From an optimization exercise on the open Yosys and OpenROAD flow, aimed at small area, a short achievable clock period and few clock cycles per item; shortcuts taken in it are not production practice. Function was not checked in any run shown here: the RTL went through the layout flow alone. Power figures rest on the tool's default switching activity, not on a simulated workload.

==> flow/flow/run.sh <==
#!/bin/bash
# Standard synthesis and layout (the standard.sh), with single-drive
# port buffers and timing repair aimed beyond the constraint's slack.
set -euo pipefail
export BUFFER_PORTS_ARGS="-buffer_cell sky130_fd_sc_hd__buf_1"
export SETUP_SLACK_MARGIN=12.5
bash standard.sh synth > synth.log 2>&1
bash standard.sh > layout.log 2>&1
==> flow/standard.sh <==
#!/bin/bash
# synth_recipe.tcl (not shown) runs the flow's synth.tcl, then flattens the netlist and writes it again
# the make line also repeats each setting of config.mk as NAME=value (left out here)
make -C /OpenROAD-flow-scripts/flow DESIGN_CONFIG=/design/flow/config.mk WORK_HOME=/design/flow/orfs CLKGATE_MAP_FILE= SYNTH_SCRIPT=/design/flow/synth_recipe.tcl "${@:-finish}"
==> flow/config.mk <==
export PLATFORM = sky130hd
export DESIGN_NAME = gpcf
export DESIGN_NICKNAME = gpcf
export VERILOG_FILES = /design/flow/design.v
export SDC_FILE = /design/flow/constraint.sdc
export NUM_CORES = 4
export LEC_CHECK = 0
export ABC_AREA = 1
export CAP_MARGIN = 20
export CORE_MARGIN = 2
export CORE_UTILIZATION = 70
export CTS_BUF_LIST = sky130_fd_sc_hd__clkbuf_8
export SLEW_MARGIN = 20
==> flow/constraint.sdc <==
create_clock -name core_clock -period 17.0 [get_ports {clk}]
set_input_delay 3.4000 -clock core_clock [delete_from_list [all_inputs] [get_ports {clk}]]
set_output_delay 3.4000 -clock core_clock [all_outputs]
set_load 0.01 [all_outputs]
==> flow/design.v <==
module gpcf_csum (
    input  wire [1:0] b0,
    input  wire [6:0] b2,
    input  wire [6:0] b3,
    output wire [6:0] sum
);
    assign sum = {5'd0, b0} + b2 + b3;
endmodule
module gpcf_dstep #(parameter W = 6) (
    input  wire [W-1:0] a,
    input  wire [4:0]   s,
    output wire         c,
    output wire [4:0]   r
);
    wire [W-1:0] b = {{(W-5){1'b0}}, s};
    wire [W:0]   bw;                             
    assign bw[0] = 1'b0;
    genvar j;
    generate for (j = 0; j < W; j = j + 1) begin : g_b
        assign bw[j+1] = (~a[j] & b[j]) | ((~a[j] | b[j]) & bw[j]);
    end endgenerate
    assign c = ~bw[W];
    generate for (j = 0; j < 5; j = j + 1) begin : g_r
        assign r[j] = a[j] ^ (c & (b[j] ^ bw[j]));
    end endgenerate
endmodule
module gpcf_cmp #(parameter W = 5) (
    input  wire [W-1:0] a,
    input  wire [W-1:0] b,
    input  wire         z,
    output wire         ge
);
    wire [W:0] bw;
    assign bw[0] = z;
    genvar j;
    generate for (j = 0; j < W; j = j + 1) begin : g_b
        assign bw[j+1] = (~a[j] & b[j]) | ((~a[j] | b[j]) & bw[j]);
    end endgenerate
    assign ge = ~bw[W];
endmodule
module gpcf_dstep0 (
    input  wire [4:0] a,
    input  wire [4:0] s,
    input  wire       z,
    output wire       c,
    output wire [4:0] r
);
    wire [5:0] bw;
    wire [5:0] dz;                               
    assign bw[0] = z;
    assign dz[0] = z;
    genvar j;
    generate for (j = 0; j < 5; j = j + 1) begin : g_b
        assign bw[j+1] = (~a[j] & s[j]) | ((~a[j] | s[j]) & bw[j]);
        assign dz[j+1] = ~a[j] & dz[j];
    end endgenerate
    assign c = ~bw[5];
    generate for (j = 0; j < 5; j = j + 1) begin : g_r
        assign r[j] = a[j] ^ (c ? (s[j] ^ bw[j]) : dz[j]);
    end endgenerate
endmodule
module gpcf (
    input  wire        clk,
    input  wire        rst,
    input  wire [4:0]  cfg_size,
    input  wire        cfg_white_sets,
    input  wire        cfg_reject_b2_bit3,
    input  wire        in_valid,
    output wire        in_ready,
    input  wire [2:0]  in_op,
    input  wire [31:0] in_data,
    input  wire [2:0]  in_kind,
    input  wire        in_seq,
    input  wire        in_ack,
    input  wire        in_colour,
    input  wire [7:0]  in_x,
    input  wire [7:0]  in_y,
    output reg         o_valid,
    output reg  [3:0]  o_ev,
    output reg  [1:0]  o_abort,
    output reg  [1:0]  o_status,
    output wire [7:0]  o_byte,
    output wire [31:0] o_frame,
    output wire [2:0]  o_kind,
    output wire [9:0]  o_value,
    output wire        o_seq,
    output wire        o_ack,
    output wire        o_colour,
    output wire [7:0]  o_x,
    output wire [7:0]  o_y
);
    localparam OP_RX_BYTE   = 3'd0;
    localparam OP_RX_END    = 3'd1;
    localparam OP_KILL      = 3'd2;
    localparam OP_TX_PACKET = 3'd3;
    localparam OP_TX_TALK   = 3'd4;
    localparam OP_PACK      = 3'd5;
    localparam OP_UNPACK    = 3'd6;
    localparam OP_DECODE    = 3'd7;
    localparam EV_NONE       = 4'd0;
    localparam EV_TALK       = 4'd1;
    localparam EV_PACKET     = 4'd2;
    localparam EV_FRAME_DROP = 4'd3;
    localparam EV_NOISE      = 4'd4;
    localparam EV_TERMINATED = 4'd5;
    localparam EV_REFUSED    = 4'd6;
    localparam EV_WIRE_PKT   = 4'd7;
    localparam EV_WIRE_TALK  = 4'd8;
    localparam EV_TX_BROKEN  = 4'd9;
    localparam EV_PACK       = 4'd10;
    localparam EV_UNPACK     = 4'd11;
    localparam EV_DECODE     = 4'd12;
    localparam EV_TERM_KILL  = 4'd13;
    assign in_ready = 1'b1;
    reg [4:0] size_q;
    reg       white_sets_q;
    reg       reject_q;
    always @(posedge clk)
        if (rst) begin
            size_q       <= cfg_size;
            white_sets_q <= cfg_white_sets;
            reject_q     <= cfg_reject_b2_bit3;
        end
    wire size_ok = (size_q != 5'd0) && (size_q <= 5'd22);
    reg [22:0] w1;
    reg        f1;
    always @(*) begin
        w1 = {in_data[25:24], in_data[22:16], in_data[14:8], in_data[6:0]};
        f1 = (in_data[31:26] != 6'd0) || !in_data[23] || !in_data[15] || !in_data[7];
        case (in_op)
            OP_RX_BYTE:
                f1 = in_data[7];
            OP_TX_PACKET, OP_UNPACK: begin
                w1[22:21] = {in_ack, in_seq};
                w1[13:7]  = {in_kind, 1'b0, in_data[9:7]};
            end
            OP_TX_TALK:
                f1 = (in_data[15:7] != 9'd0) || (in_data[6:2] == 5'd0) || (in_data[6:0] == 7'h7F);
            OP_PACK: begin
                w1[20:16] = in_x[4:0];
                w1[13:9]  = in_y[4:0];
                w1[22]    = (in_colour == white_sets_q);
                w1[21]    = (in_x == 8'hFF) && (in_y == 8'hFF);
                f1        = (in_x[7:5] != 3'd0) || (in_y[7:5] != 3'd0);
            end
            default: ;
        endcase
    end
    reg        r1_valid;
    reg [2:0]  r1_op;
    reg [22:0] r1_w;
    reg        r1_f;
    always @(posedge clk) begin
        r1_valid <= in_valid && !rst;
        r1_op    <= in_op;
        r1_w     <= w1;
        r1_f     <= f1;
    end
    wire [8:0] up  = {r1_w[8:7], r1_w[6:0]};
    wire [5:0] uz;                         
    assign uz[0] = 1'b1;
    genvar gj;
    generate for (gj = 0; gj < 5; gj = gj + 1) begin : g_uz
        assign uz[gj+1] = uz[gj] & ~up[gj];
    end endgenerate
    wire [3:2] ud     = up[3:2] ^ uz[3:2];          
    wire       u_ovf;
    gpcf_cmp #(5) u_co (.a({1'b0, up[8:5]}), .b(size_q), .z(uz[5]), .ge(u_ovf));
    wire [4:2] uq;
    wire [4:0] ur4, ur3, ur2;
    gpcf_dstep0    u_s4 (.a(up[8:4]),        .s(size_q), .z(uz[4]), .c(uq[4]), .r(ur4));
    gpcf_dstep #(6) u_s3 (.a({ur4, ud[3]}),  .s(size_q), .c(uq[3]), .r(ur3));
    gpcf_dstep #(6) u_s2 (.a({ur3, ud[2]}),  .s(size_q), .c(uq[2]), .r(ur2));
    reg [22:0] w2;
    always @(*) begin
        w2 = r1_w;
        if (r1_op == OP_UNPACK) begin
            w2[18:14] = ur2;
            w2[13:10] = {u_ovf, uq};
        end
    end
    reg        r2_valid;
    reg [2:0]  r2_op;
    reg [22:0] r2_w;
    reg        r2_f;
    always @(posedge clk) begin
        r2_valid <= r1_valid && !rst;
        r2_op    <= r1_op;
        r2_w     <= w2;
        r2_f     <= r1_f;
    end
    reg  [1:0] cnt;       
    reg        term;      
    reg  [1:0] fb0;       
    reg  [6:0] fb1, fb2;
    wire [6:0] rb  = r2_w[6:0];
    wire       hi  = r2_f;                      
    wire       sof = !hi && (rb[6:2] == 5'd0);
    wire       tn  = !term;
    wire       rx  = (r2_op == OP_RX_BYTE);
    reg [3:0] ev1;
    reg [1:0] ab3;
    always @(*) begin
        ev1 = EV_NONE;
        ab3 = 2'd0;
        case (r2_op)
            OP_RX_BYTE:
                if (!tn)              ev1 = EV_REFUSED;
                else if (sof)         ab3 = cnt;
                else if (!hi)         ev1 = EV_TALK;
                else if (cnt == 2'd0) ev1 = EV_NOISE;
                else if (cnt == 2'd3) ev1 = EV_PACKET;
            OP_RX_END: if (tn) begin ev1 = EV_TERMINATED; ab3 = cnt; end
            OP_KILL:   if (tn) begin ev1 = EV_TERM_KILL;  ab3 = cnt; end
            OP_TX_PACKET: ev1 = tn ? EV_WIRE_PKT  : EV_TX_BROKEN;
            OP_TX_TALK:   ev1 = tn ? EV_WIRE_TALK : EV_TX_BROKEN;
            OP_PACK:      ev1 = EV_PACK;
            OP_UNPACK:    ev1 = EV_UNPACK;
            default:      ev1 = EV_DECODE;
        endcase
    end
    always @(posedge clk) begin
        if (rst) begin
            cnt  <= 2'd0;
            term <= 1'b0;
        end else if (r2_valid && tn) begin
            if (rx) begin
                if (sof) cnt <= 2'd1;
                else if (hi && cnt != 2'd0) cnt <= cnt + 2'd1;
            end else if (r2_op == OP_RX_END || r2_op == OP_KILL) begin
                cnt  <= 2'd0;
                term <= 1'b1;
            end
        end
    end
    always @(posedge clk) begin
        if (r2_valid && tn && rx && sof)                   fb0 <= rb[1:0];
        if (r2_valid && tn && rx && hi && cnt == 2'd1)     fb1 <= rb;
        if (r2_valid && tn && rx && hi && cnt == 2'd2)     fb2 <= rb;
    end
    wire [1:0] b0 = rx ? fb0 : r2_w[22:21];
    wire [6:0] b1 = rx ? fb1 : r2_w[20:14];
    wire [6:0] b2 = rx ? fb2 : r2_w[13:7];
    wire [6:0] b3 = r2_w[6:0];
    wire       sf = !rx && r2_f;                
    wire [6:0] sum;
    gpcf_csum u_csum (.b0(b0), .b2(b2), .b3(b3), .sum(sum));
    wire [1:0] dstat = sf                     ? 2'd1 :
                       (reject_q && b2[3])    ? 2'd2 :
                       (sum != b1)            ? 2'd3 : 2'd0;
    wire [4:0] px = r2_w[20:16];
    wire [4:0] py = r2_w[13:9];
    wire       p_cbit = r2_w[22];
    wire       p_pass = r2_w[21];
    wire       px_ge, py_ge;
    gpcf_cmp #(5) u_cx (.a(px), .b(size_q), .z(1'b0), .ge(px_ge));
    gpcf_cmp #(5) u_cy (.a(py), .b(size_q), .z(1'b0), .ge(py_ge));
    wire       p_in   = !r2_f && !px_ge && !py_ge;
    wire [1:0] p_stat = !size_ok ? 2'd1 : (p_pass || p_in) ? 2'd0 : 2'd2;
    wire [8:0] p_pos  = py * size_q + px + 9'd1;
    wire [9:0] p_val  = {p_cbit, p_pass ? 9'd0 : p_pos};
    wire [9:0] v_p    = r2_w[9:0];
    wire [1:0] v_d    = {v_p[1] ^ ~v_p[0], ~v_p[0]};    
    wire       v_zero = (v_p[8:0] == 9'd0);
    wire       v_col  = v_p[9] ~^ white_sets_q;
    wire       v_ovf  = r2_w[13];
    wire [4:0] v_r2   = r2_w[18:14];
    wire [4:0] vq;
    wire [4:0] vr1, vr0;
    assign vq[4:2] = r2_w[12:10];
    gpcf_dstep #(6) u_s1 (.a({v_r2, v_d[1]}), .s(size_q), .c(vq[1]), .r(vr1));
    gpcf_dstep #(6) u_s0 (.a({vr1, v_d[0]}),  .s(size_q), .c(vq[0]), .r(vr0));
    wire       vq_ge;
    gpcf_cmp #(5) u_cq (.a(vq), .b(size_q), .z(1'b0), .ge(vq_ge));
    wire [1:0] v_stat = !size_ok ? 2'd1 : v_zero ? 2'd0 : (v_ovf || vq_ge) ? 2'd2 : 2'd0;
    reg [3:0]  ev3;
    reg [1:0]  st3;
    reg [22:0] w3;
    reg        neg3;
    always @(*) begin
        ev3  = ev1;
        st3  = 2'd0;
        w3   = {b0, b1, b2, b3};
        neg3 = 1'b0;
        case (ev1)
            EV_PACKET: begin
                ev3 = (dstat == 2'd0) ? EV_PACKET : EV_FRAME_DROP;
                st3 = dstat;
            end
            EV_TERMINATED: st3 = 2'd1;
            EV_TERM_KILL: begin
                ev3 = EV_TERMINATED;
                st3 = 2'd2;
            end
            EV_WIRE_PKT: w3[20:14] = sum;
            EV_WIRE_TALK: if (r2_f) w3[6:0] = 7'h3F;
            EV_DECODE: st3 = dstat;
            EV_PACK: begin
                st3 = p_stat;
                {w3[9:7], w3[6:0]} = p_val;
            end
            EV_UNPACK: begin
                st3       = v_stat;
                neg3      = v_zero;
                w3[19]    = v_col;
                w3[18:14] = v_zero ? 5'h1F : vr0;
                w3[4:0]   = v_zero ? 5'h1F : vq;
            end
            default: ;
        endcase
    end
    reg [22:0] ow;
    reg        ohi, oneg;
    always @(posedge clk) begin
        o_valid  <= r2_valid && !rst;
        o_ev     <= ev3;
        o_abort  <= ab3;
        o_status <= st3;
        ow       <= w3;
        ohi      <= !(ev1 == EV_TALK || ev1 == EV_WIRE_TALK);
        oneg     <= neg3;
    end
    wire [1:0] of0 = ow[22:21];
    wire [6:0] of1 = ow[20:14];
    wire [6:0] of2 = ow[13:7];
    wire [6:0] of3 = ow[6:0];
    assign o_frame  = {{6{oneg}}, of0, ohi, of1, ohi, of2, ohi, of3};
    assign o_byte   = {ohi, of3};
    assign o_kind   = of2[6:4];
    assign o_value  = {of2[2:0], of3};
    assign o_seq    = of0[0];
    assign o_ack    = of0[1];
    assign o_colour = of1[5];
    assign o_x      = {{3{oneg}}, of1[4:0]};
    assign o_y      = {{3{oneg}}, of3[4:0]};
endmodule
==> key figures, run 1 <==
Status
  – Status: finished clean

Worst setup path
  – Critical path class: reg2out
  – Max incr delay on CP: 410 ps
  – Crit path arrival time: 1030 ps
  – Family with the most delay on the worst path: flip-flops
  – Worst path slowest cell: dfxtp_2
  – Startpoint Class: register
  – Crit path buffers/inverters: 1
  – Cell chain of the critical path: buf_1
  – CP required: between 10,000 and 15,000 ps
  – Critical Path End Type: output pin
  – Crit path max fanout: 12

Global routing
  – Vias in the first global route: about 5,800
  – Antenna violations before repair: 0
  – Global-route wire length before repair: 27,800 um
  – Grt ovf: 0
  – Largest net degree at the start of global routing: 28
  – GRT Total Usage: roughly a third

Yosys
  – Ys flop type: dfxtp_1
  – Seq/Total Area, Yosys: around a third
  – Post-synth EDFFs: 23
  – Multiplexer area fraction after synthesis: less than 1%
  – #FFs+latches synth: between 100 and 150
  – FFs w/ async S/R, synth: 0%
  – Top post-synthesis cells by area: dfxtp_1, nand2_1, edfxtp_1
  – Synth top area share: roughly 26%
  – Adder-cell share of the synthesized area: 10.1%
  – Post-Synth XOR/XNOR Area: 4.82%
  – Avg Cell Area, Syn: between 7 and 8 sq um
  – Mapped Area: 7300 sq um
  – Synth Area in Simple Gates: approximately a quarter
  – Synth Area in Compound Gates: 9.31%
  – Synth unique cells: between 50 and 60
  – Syn nets: 1,051
  – Post-synth top area cell: dfxtp_1
  – Gate count of the mapped netlist: 935
  – Ys Warns: 1
  – Largest family of logic cells by synthesized area: simple AND/OR/NAND/NOR gates

Power
  – Switching Power: 359 uW
  – Switching Share: around two fifths
  – Logic pwr share: about a third
  – Clock share of power: 29.2%
  – Pwr per Cell Area: between 100 and 150 nW/um^2
  – Worst vdd ir: between 0.08 and 0.09 mV
  – Lkg Pwr: about 3.8 nW
  – Register share of total power: 35.8%
  – Internal power: around 560 uW

Final layout
  – Layout Utilization: between 70 and 80%
  – # diodes: 0
  – Layout cells sized above 1: 11.3%
  – Nets@finish: 1,146
  – Fin area: about 8000 sq um
  – Layout area overhead: 8.98%
  – Post-route non-filler standard cell count: 1,179

STA
  – Setup violations, final: 0
  – Tmin final: roughly 4400 ps
  – RSZ-0062 raised after global routing: false
  – Clk_skew: 14.0 ps
  – WHS: 327 ps
  – Hold Vio Cnt, Final: 0
  – Max-slew violation count: 0
  – Maximum clock frequency: about 230 MHz
  – Tcrit/Tclk final: a little over a quarter
  – Worst-margin pin slew: around 930 ps
  – Rel. slew slack: 37.9%
  – Setup TNS: 0 ps

Die
  – Die width: approximately 110 um
  – Die area: around 11,000 sq um
  – Initial core utilization: just over 70%
  – Num rows: 37
  – IO Pins: ~150
  – Die Y: 106 um
  – Core Region: around 10,000 sq um

Clocking
  – Clock Pin Slew Worst Setup and Hold Paths: around 90 ps
  – CTS tree: done
  – H-tree Lvls: 4
  – Clk buf depth: 2
  – Inserted Clock Buffers: 17
  – CTS Hold Buffers Added: 0
  – Postcts setup bufs: 0
  – Sink Count: 116
  – Worst skew pair latency: 450 ps
  – CTS root buf: clkbuf_8

Placed design
  – Area post-placement: around 7500 sq um
  – Post-DP HPWL: approximately 13,000 um
  – IO Port Bufs: ~150
  – Placer Congestion: just over 0.9
  – Dpl cells: between 1,000 and 1,500

Detailed routing
  – Initial drt markers: between 300 and 400
  – DRT Pass-1 Iters: 5
  – WL final: ~18,000 um
  – WL/cell: 15.1 um
  – Vias per inst: around 5.5
  – Vias: roughly 6,500
  – Routed Antenna Nets: 0
  – Final routed DRC violation total: 0

Run
  – Max-Cap Viols: 0

Min path
  – Hold Crit Class: reg2reg
==> synth_stat cells (all sizes together), types with 4 or more instances <==
master  number
nand2      252
buf         59
o21ai       41
fa          17
clkbuf      16
a31oi        6
inv        130
nor3         8
nand4       13
edfxtp      23
o221ai       5
a21oi       26
nor4         6
o211ai       4
o22ai        9
nand3       79
dfxtp       93
ha          32
or2          6
xor2        32
nor2        51
==> cell usage in the layout, fill, tap and decap left out, drive strengths merged, types with 9 or more instances in the layout <==
master and instances:
dfxtp 93, buf 150, o21ai 41, nand4 13, inv 138, o22ai 9
nand3 79, nor2 52, clkbuf 17, a21oi 26, ha 32, xor2 32
edfxtp 23, fa 17, nand2 252
==> registers in the layout (all words and copies together), names as in the netlist, 2 cells and up <==
signal / count
cnt: 2
fb0: 2
fb1: 7
fb2: 7
o_abort: 2
o_ev: 4
o_status: 2
ow: 23
r1_op: 3
r1_w: 23
r2_op: 3
r2_w: 23
size_q: 5
==> area by class of cell <==
class | count | area [sq um]
clock buffers | 17 | 234
clock inverters | 15 | 170
fillers | 800 | 2280
inverters | 130 | 490
multi-input cells | 615 | 3760
flip-flops and latches | 116 | 2550
well taps | 136 | 170
repair buffers | 150 | 574
==> through the flow <==
step / setup slack [ps] / power, mW
floorplan: 12510 / 0.594
global route: 12510 / 0.976
CTS: 12550 / 0.918
finish: 12570 / 0.920
detailed placement: 12110 / 0.650
global placement: 12110 / 0.646
==> metal layers <==
layer	GRT usage [%]	up-vias	share of wire (%)	routed length [um]
met5	0	-	0	0
met4	12.9	0	3.4	612
met3	6.32	50	9.7	1720
met2	52.2	366	46	8090
met1	42.4	2897	41	7360
li1	-	3174	-	-
==> path summary, 6_finish.rpt <==
| kind | start | end | slack (ps) | cells past startpoint |
|---|---|---|---|---|
| setup / recovery | oneg | o_x[5] | 12570 | 1 |
| hold / removal | r1_w[22] | r2_w[22] | 330 | 0 |
| setup reg to reg | r2_op[0] | o_status[1] | 13040 | 17 |
| hold reg to reg | r1_w[22] | r2_w[22] | 330 | 0 |
==> timing repair <==
action,CTS,global route
setup endpoints to repair,12,5
gates cloned,0,1
pin swaps,0,1
gates resized for setup,1,3
hold endpoints to repair,0,0
==> logic make-up (layout without fill, tap and decap cells) <==
logic type               after synthesis  after routing
multiplexers                           2              2
adder cells (fa/ha/maj)               49             49
AND/OR/NAND/NOR                      418            419
XOR/XNOR                              35             35
other                                  1              1
buffers and inverters                205            312
flip-flops                           116            116
AO/OA/AOI/OAI                        109            109
==> power by group through the flow <==
stage | Sequential, mW | Clock, mW | Combinational (mW)
floorplan | 0.330 | 0 | 0.264
detailed placement | 0.335 | 0 | 0.315
CTS | 0.329 | 0.270 | 0.319
global route | 0.332 | 0.281 | 0.363
finish | 0.329 | 0.269 | 0.322
global placement | 0.335 | 0 | 0.312
==> run 2, diff against run 1 <==
--- a/flow/flow/run.sh
+++ b/flow/flow/run.sh
@@ -5,3 +5,3 @@
 export BUFFER_PORTS_ARGS="-buffer_cell sky130_fd_sc_hd__buf_1"
-export SETUP_SLACK_MARGIN=12.5
+export SETUP_SLACK_MARGIN=12.6
 bash standard.sh synth > synth.log 2>&1
==> key figures, run 2 <==
Detailed routing
  – Final routed DRC violation total: 0 (unchanged)
  – Vias: 6,401 (was 6,487)
  – Vias per inst: 5.43 (was 5.50)
  – WL/cell: 15.0 um (was 15.1 um)
  – Routed Antenna Nets: 0 (unchanged)
  – DRT Pass-1 Iters: 5 (unchanged)
  – Initial drt markers: 540 (was 379)
  – WL final: 17,700 um (was 17,800 um)

Die
  – Die Y: 106 um (unchanged)
  – Die width: 106 um (unchanged)
  – Num rows: 37 (unchanged)
  – Initial core utilization: 71.3% (unchanged)
  – Die area: 11,300 sq um (unchanged)
  – IO Pins: 149 (unchanged)
  – Core Region: 10,200 sq um (unchanged)

Yosys
  – Top cells by count, synth: nand2_1, inv_1, dfxtp_1 (unchanged)
  – Syn nets: 1,051 (unchanged)
  – Post-synth EDFFs: 23 (unchanged)
  – Avg Cell Area, Syn: 7.81 sq um (unchanged)
  – Most common cell in the netlist: nand2_1 (unchanged)
  – FFs w/ async S/R, synth: 0% (unchanged)
  – Synth unique cells: 52 (unchanged)
  – Seq/Total Area, Yosys: 35.0% (unchanged)
  – Top post-synthesis cells by area: dfxtp_1, nand2_1, edfxtp_1 (unchanged)
  – Synth top area share: 25.5% (unchanged)
  – Mapped Area: 7300 sq um (unchanged)
  – Gate count of the mapped netlist: 935 (unchanged)
  – Ys flop type: dfxtp_1 (unchanged)
  – Ys Warns: 1 (unchanged)
  – Post-synth top area cell: dfxtp_1 (unchanged)
  – #FFs+latches synth: 116 (unchanged)

Power
  – Register share of total power: 37.1% (was 35.8%)
  – Clock share of power: 26.6% (was 29.2%)
  – Logic pwr share: 36.3% (was 35.0%)
  – Switching Share: 39.8% (was 39.1%)
  – Pwr per Cell Area: 112 nW/um^2 (was 116 nW/um^2)
  – Switching Power: 355 uW (was 359 uW)
  – Lkg Pwr: 3.85 nW (was 3.79 nW)
  – Worst vdd ir: 0.0561 mV (was 0.0810 mV)
  – Internal power: 536 uW (was 561 uW)
  – Power Total: 891 uW (was 920 uW)

Worst setup path
  – R2R Setup Slk: 12,970 ps (was 13,040 ps)
  – Max incr delay on CP: 390 ps (was 410 ps)
  – Crit path arrival time: 980 ps (was 1030 ps)
  – Cell chain of the critical path: buf_1 (unchanged)
  – Worst path slowest cell: dfxtp_4 (was dfxtp_2)
  – Family with the most delay on the worst path: flip-flops (unchanged)
  – Worst-case reg-to-reg path depth: 17 (unchanged)
  – Crit path buffers/inverters: 1 (unchanged)
  – Crit path max fanout: 12 (unchanged)
  – R2r startpoint: r2_op[0] (unchanged)
  – Critical path class: reg2out (unchanged)
  – CP required: 13,600 ps (about the same)
  – Reg2reg end: o_status[1] (unchanged)
  – Startpoint Class: register (unchanged)
  – Critical Path End Type: output pin (unchanged)

STA
  – Tcrit/Tclk final: 25.8% (was 26.1%)
  – Rel. slew slack: 42.3% (was 37.9%)
  – RSZ-0062 raised after global routing: true (was false)
  – Tmin final: 4380 ps (was 4430 ps)
  – Clk_skew: 12.6 ps (was 14.0 ps)
  – Hold Vio Cnt, Final: 0 (unchanged)
  – Worst-margin pin slew: 862 ps (was 928 ps)
  – WHS: 331 ps (was 327 ps)
  – Setup TNS: 0 ps (unchanged)
  – Max-slew violation count: 0 (unchanged)
  – Final setup margin: 12,620 ps (was 12,570 ps)
  – Maximum clock frequency: 228 MHz (was 226 MHz)
  – Setup violations, final: 0 (unchanged)

Placed design
  – IO Port Bufs: 147 (unchanged)
  – Placer Congestion: 0.915 (was 0.924)
  – Area post-placement: 7530 sq um (about the same)
  – Post-DP HPWL: 13,500 um (was 13,400 um)
  – Dpl cells: 1,145 (was 1,146)
  – DP Worst Slack: 12,070 ps (was 12,110 ps)

Final layout
  – Most frequent cells in the layout: nand2_1, buf_1, inv_1 (unchanged)
  – Multi-input gate area: 3760 sq um (unchanged)
  – Register area: 2560 sq um (was 2550 sq um)
  – Fin area: 7940 sq um (was 7960 sq um)
  – Fillers: 818 (was 800)
  – Layout Utilization: 77.6% (was 77.8%)
  – Layout cells sized above 1: 13.5% (was 11.3%)
  – Nets@finish: 1,145 (was 1,146)
  – Commonest non-fill, non-tap cell in the layout: nand2_1 (unchanged)
  – Post-route non-filler standard cell count: 1,178 (was 1,179)
  – # diodes: 0 (unchanged)
  – Biggest regs: ow (23), r1_w (23), r2_w (23) (unchanged)
  – Layout area overhead: 8.74% (was 8.98%)

Min path
  – Hold Startpoint: r1_w[21] (was r1_w[22])
  – Worst hold path depth: 0 (unchanged)
  – Hold Crit Class: reg2reg (unchanged)
  – Worst Hold End: r2_w[21] (was r2_w[22])

Clocking
  – H-tree Lvls: 4 (unchanged)
  – Clk buf depth: 2 (unchanged)
  – CTS root buf: clkbuf_8 (unchanged)
  – CTS tree: done (unchanged)
  – Inserted Clock Buffers: 17 (unchanged)
  – CTS Hold Buffers Added: 0 (unchanged)
  – Clock Pin Slew Worst Setup and Hold Paths: 70 ps (was 90 ps)
  – Postcts setup bufs: 0 (unchanged)
  – Sink Count: 116 (unchanged)
  – Worst skew pair latency: 440 ps (was 450 ps)

Global routing
  – Antenna violations before repair: 0 (unchanged)
  – Largest net degree at the start of global routing: 28 (unchanged)
  – Vias in the first global route: 5,740 (was 5,758)
  – Grt met1 use: 43.6% (was 42.4%)
  – Global-route wire length before repair: 28,300 um (was 27,800 um)
  – GR Layer Usage met2: 52.3% (was 52.2%)
  – GRT Total Usage: 32.6% (was 32.2%)
  – Grt ovf: 0 (unchanged)
  – Most Crowded Layer GR: met2 (unchanged)
  – Met3 usage: 5.95% (was 6.32%)

Run
  – Max-Cap Viols: 0 (unchanged)

Status
  – Status: finished clean (unchanged)
-- run 2: kinds of logic (layout without fill, tap and decap cells) --
| group | after synthesis | after routing | synth area share [%] |
|---|---|---|---|
| XOR/XNOR | 35 | 35 | 4.82 |
| multiplexers | 2 | 2 | 0.274 |
| AND/OR/NAND/NOR | 418 | 419 | 26.7 |
| AO/OA/AOI/OAI | 109 | 109 | 9.31 |
| buffers and inverters | 205 | 311 | 13.7 |
| adder cells (fa/ha/maj) | 49 | 49 | 10.1 |
| flip-flops | 116 | 116 | 35.0 |
| other | 1 | 1 | 0.0514 |
-- run 2: metal layers --
layer | part of all wire (%) | wire (um)
met1 | 42 | 7340
met2 | 46 | 8120
met3 | 9.1 | 1610
met4 | 3.2 | 573
met5 | 0 | 0
-- run 2: how the worst max path moves through the flow --
stage | startpoint | end | slack [ps] | cells past startpoint
2_1_floorplan | in_op[2] | r1_w[21] | 12640 | 5
3_3_place_gp | in_op[2] | r1_w[21] | 12130 | 5
3_5_place_dp | in_op[2] | r1_w[21] | 12070 | 5
4_1_cts | oneg | o_frame[27] | 12600 | 1
5_1_grt | oneg | o_frame[27] | 12570 | 1
6_report | oneg | o_frame[27] | 12620 | 1
-- run 2: final cells by class --
| class | count | area share, % |
|---|---|---|
| inverter | 130 | 6.18 |
| clock buffer | 18 | 3.12 |
| sequential | 116 | 32.2 |
| multi-input combinational | 615 | 47.4 |
| timing repair buffer | 149 | 7.50 |
| clock inverter | 14 | 1.43 |
| tap | 136 | 2.14 |
-- run 2: what timing repair did --
action,4_1_cts,5_1_grt
gates resized for setup,11,17
pin swaps,0,1
gates cloned,0,1
endpoints found under the setup margin,19,29
-- run 2: power by group through the flow --
stage               clock, mW  sequential (mW)  combinational (mW)
floorplan                   0            0.330               0.264
global placement            0            0.336               0.311
detailed placement          0            0.336               0.315
CTS                     0.238            0.330               0.319
global route            0.253            0.333               0.367
finish                  0.237            0.330               0.323
==> run 3, diff against run 2 <==
--- a/flow/flow/run.sh
+++ b/flow/flow/run.sh
@@ -6,2 +6,3 @@
 export SETUP_SLACK_MARGIN=12.6
+export CTS_ARGS="-sink_clustering_enable -repair_clock_nets -buf_list sky130_fd_sc_hd__clkbuf_4 -root_buf sky130_fd_sc_hd__clkbuf_16"
 bash standard.sh synth > synth.log 2>&1
==> key figures, run 3 <==
Status
  – Status: finished clean (unchanged)

Min path
  – Hold Startpoint: r1_w[21] (unchanged)
  – Worst Hold End: r2_w[21] (unchanged)
  – Hold Crit Class: reg2reg (unchanged)
  – Worst hold path depth: 0 (unchanged)

Final layout
  – # diodes: 0 (unchanged)
  – Nets@finish: 1,145 (unchanged)
  – Layout area overhead: 7.11% (was 8.74%)
  – Post-route non-filler standard cell count: 1,178 (unchanged)
  – Fillers: 847 (was 818)
  – Fin area: 7820 sq um (was 7940 sq um)
  – Layout cells sized above 1: 11.1% (was 13.5%)
  – Most frequent cells in the layout: nand2_1, buf_1, inv_1 (unchanged)
  – Biggest regs: ow (23), r1_w (23), r2_w (23) (unchanged)
  – Commonest non-fill, non-tap cell in the layout: nand2_1 (unchanged)
  – Layout Utilization: 76.4% (was 77.6%)

STA
  – Clk_skew: 17.0 ps (was 12.6 ps)
  – Tmin final: 4340 ps (was 4380 ps)
  – Worst-margin pin slew: 859 ps (was 862 ps)
  – Rel. slew slack: 42.5% (was 42.3%)
  – Setup TNS: 0 ps (unchanged)
  – WHS: 339 ps (was 331 ps)
  – Max-slew violation count: 0 (unchanged)
  – Maximum clock frequency: 230 MHz (was 228 MHz)
  – Setup violations, final: 0 (unchanged)
  – Tcrit/Tclk final: 25.5% (was 25.8%)
  – RSZ-0062 raised after global routing: false (was true)
  – Hold Vio Cnt, Final: 0 (unchanged)

Worst setup path
  – R2r startpoint: size_q[3] (was r2_op[0])
  – Cell chain of the critical path: buf_1 (unchanged)
  – Worst path slowest cell: dfxtp_4 (unchanged)
  – Family with the most delay on the worst path: flip-flops (unchanged)
  – Worst-case reg-to-reg path depth: 15 (was 17)
  – Worst setup path startpoint: oneg (unchanged)
  – Startpoint Class: register (unchanged)
  – CP required: 13,600 ps (about the same)
  – Max incr delay on CP: 410 ps (was 390 ps)
  – Crit path buffers/inverters: 1 (unchanged)
  – Reg2reg end: ow[8] (was o_status[1])
  – Crit path max fanout: 12 (unchanged)
  – Critical Path End Type: output pin (unchanged)
  – Crit path arrival time: 940 ps (was 980 ps)
  – R2R Setup Slk: 13,000 ps (was 12,970 ps)
  – Critical path class: reg2out (unchanged)

Global routing
  – GRT Total Usage: 32.4% (was 32.6%)
  – Antenna violations before repair: 0 (unchanged)
  – Vias in the first global route: 5,735 (was 5,740)
  – Largest net degree at the start of global routing: 28 (unchanged)
  – Global-route wire length before repair: 28,200 um (was 28,300 um)
  – Grt ovf: 0 (unchanged)

Detailed routing
  – Vias per inst: 5.47 (was 5.43)
  – Vias: 6,446 (was 6,401)
  – Routed Antenna Nets: 0 (unchanged)
  – Initial drt markers: 470 (was 540)
  – Final routed DRC violation total: 0 (unchanged)
  – WL final: 17,600 um (was 17,700 um)
  – DRT Pass-1 Iters: 6 (was 5)
  – WL/cell: 14.9 um (was 15.0 um)

Power
  – Pwr per Cell Area: 108 nW/um^2 (was 112 nW/um^2)
  – Worst vdd ir: 0.0668 mV (was 0.0561 mV)
  – Lkg Pwr: 3.73 nW (was 3.85 nW)

Clocking
  – Sink Count: 116 (unchanged)
  – CTS root buf: clkbuf_16 (was clkbuf_8)
  – Clk buf depth: 2 (unchanged)
  – H-tree Lvls: 4 (unchanged)
  – CTS tree: done (unchanged)
  – Inserted Clock Buffers: 17 (unchanged)
  – Clock Pin Slew Worst Setup and Hold Paths: 110 ps (was 70 ps)
  – Worst skew pair latency: 380 ps (was 440 ps)

Yosys
  – Ys flop type: dfxtp_1 (unchanged)
  – FFs w/ async S/R, synth: 0% (unchanged)
  – Most common cell in the netlist: nand2_1 (unchanged)
  – Avg Cell Area, Syn: 7.81 sq um (unchanged)
  – #FFs+latches synth: 116 (unchanged)
  – Syn nets: 1,051 (unchanged)
  – Synth unique cells: 52 (unchanged)
  – Seq/Total Area, Yosys: 35.0% (unchanged)
  – Gate count of the mapped netlist: 935 (unchanged)
  – Synth top area share: 25.5% (unchanged)
  – Ys Warns: 1 (unchanged)
  – Top post-synthesis cells by area: dfxtp_1, nand2_1, edfxtp_1 (unchanged)
  – Post-synth top area cell: dfxtp_1 (unchanged)
  – Top cells by count, synth: nand2_1, inv_1, dfxtp_1 (unchanged)
  – Post-synth EDFFs: 23 (unchanged)
  – Mapped Area: 7300 sq um (unchanged)

Die
  – Core Region: 10,200 sq um (unchanged)
  – Die Y: 106 um (unchanged)
  – Die width: 106 um (unchanged)
  – Die area: 11,300 sq um (unchanged)
  – Initial core utilization: 71.3% (unchanged)
  – IO Pins: 149 (unchanged)
  – Num rows: 37 (unchanged)

Placed design
  – IO Port Bufs: 147 (unchanged)
  – Area post-placement: 7530 sq um (unchanged)
  – Placer Congestion: 0.915 (unchanged)
  – Post-DP HPWL: 13,500 um (unchanged)
  – Dpl cells: 1,145 (unchanged)

Run
  – Max-Cap Viols: 0 (unchanged)
## run 3: final cells by class
| class | instances | area [sq um] | share of cell area [%] |
|---|---|---|---|
| multi-input cells | 615 | 3770 | 48.2 |
| inverters | 130 | 490 | 6.27 |
| well taps | 136 | 170 | 2.18 |
| flip-flops and latches | 116 | 2560 | 32.7 |
| clock inverters | 15 | 118 | 1.50 |
| clock buffers | 17 | 145 | 1.86 |
| repair buffers | 149 | 567 | 7.25 |
## run 3: what timing repair did
action | CTS | global route
pin swaps | 0 | 1
endpoints found under the setup margin | 15 | 16
buffers inserted | 0 | 0
gates cloned | 0 | 1
resized for setup | 3 | 3
hold buffers | 0 | 0
## run 3: cell families after synthesis
kind of cell	share of synthesized area (%)
AO/OA/AOI/OAI	9.31
XOR/XNOR	4.82
adder cells (fa/ha/maj)	10.1
buffers and inverters	13.7
flip-flops	35.0
multiplexers	0.274
other	0.0514
AND/OR/NAND/NOR	26.7
## run 3: through the flow
step           power (mW)  worst slack, ps
2_1_floorplan       0.594            12640
3_3_place_gp        0.646            12130
3_5_place_dp        0.651            12070
4_1_cts             0.841            12620
5_1_grt             0.905            12600
6_report            0.845            12660
## run 3: worst max path at each step
stage / end / slack (ps) / cells past startpoint
after floorplan: r1_w[21] / 12640 / 5
after global placement: r1_w[21] / 12130 / 5
after detailed placement: r1_w[21] / 12070 / 5
after CTS: o_frame[27] / 12620 / 1
after global routing: o_frame[28] / 12600 / 1
final: o_frame[27] / 12660 / 1
## run 3: layer usage
metal	track usage (%)	up-vias	share of wire (%)
met5	0	-	0
met4	12.8	0	2.5
met3	5.58	34	9.0
li1	-	3184	-
met1	43.1	2868	42
met2	52.8	360	47
## run 3: where the power goes
part / internal (mW) / switching (mW)
Clock: 0.0707 / 0.122
Sequential: 0.305 / 0.0253
Combinational: 0.121 / 0.201

-- what the ideal ports hide --
Ports are ideal in the flow. The routed layouts listed here were re-timed in OpenROAD. Step 1 assumes that a clkbuf_16 drives the clock port and a buf_2 every other input. Step 2, shift: input delay + t, output delay - t, t = (earliest + latest rising clock arrival at the registers) / 2. This alone moves slack from input paths to output paths. a / b / c = ideal ports / drivers / drivers and shift; a / b = the first two.
run | t, ns | slack for setup (ns) | worst data-port slew with drivers (ns)
run 1 | 0.479 | 12.568 / 12.533 / 12.330 | 0.04
run 2 | 0.471 | 12.621 / 12.584 / 12.275 | 0.04
run 3 | 0.404 | 12.661 / 12.627 / 12.393 | 0.04
After both steps every run listed still meets setup and hold. The setup slack of run 2, which loses most, moves by -0.037 ns with the drivers and by -0.346 ns with both steps.
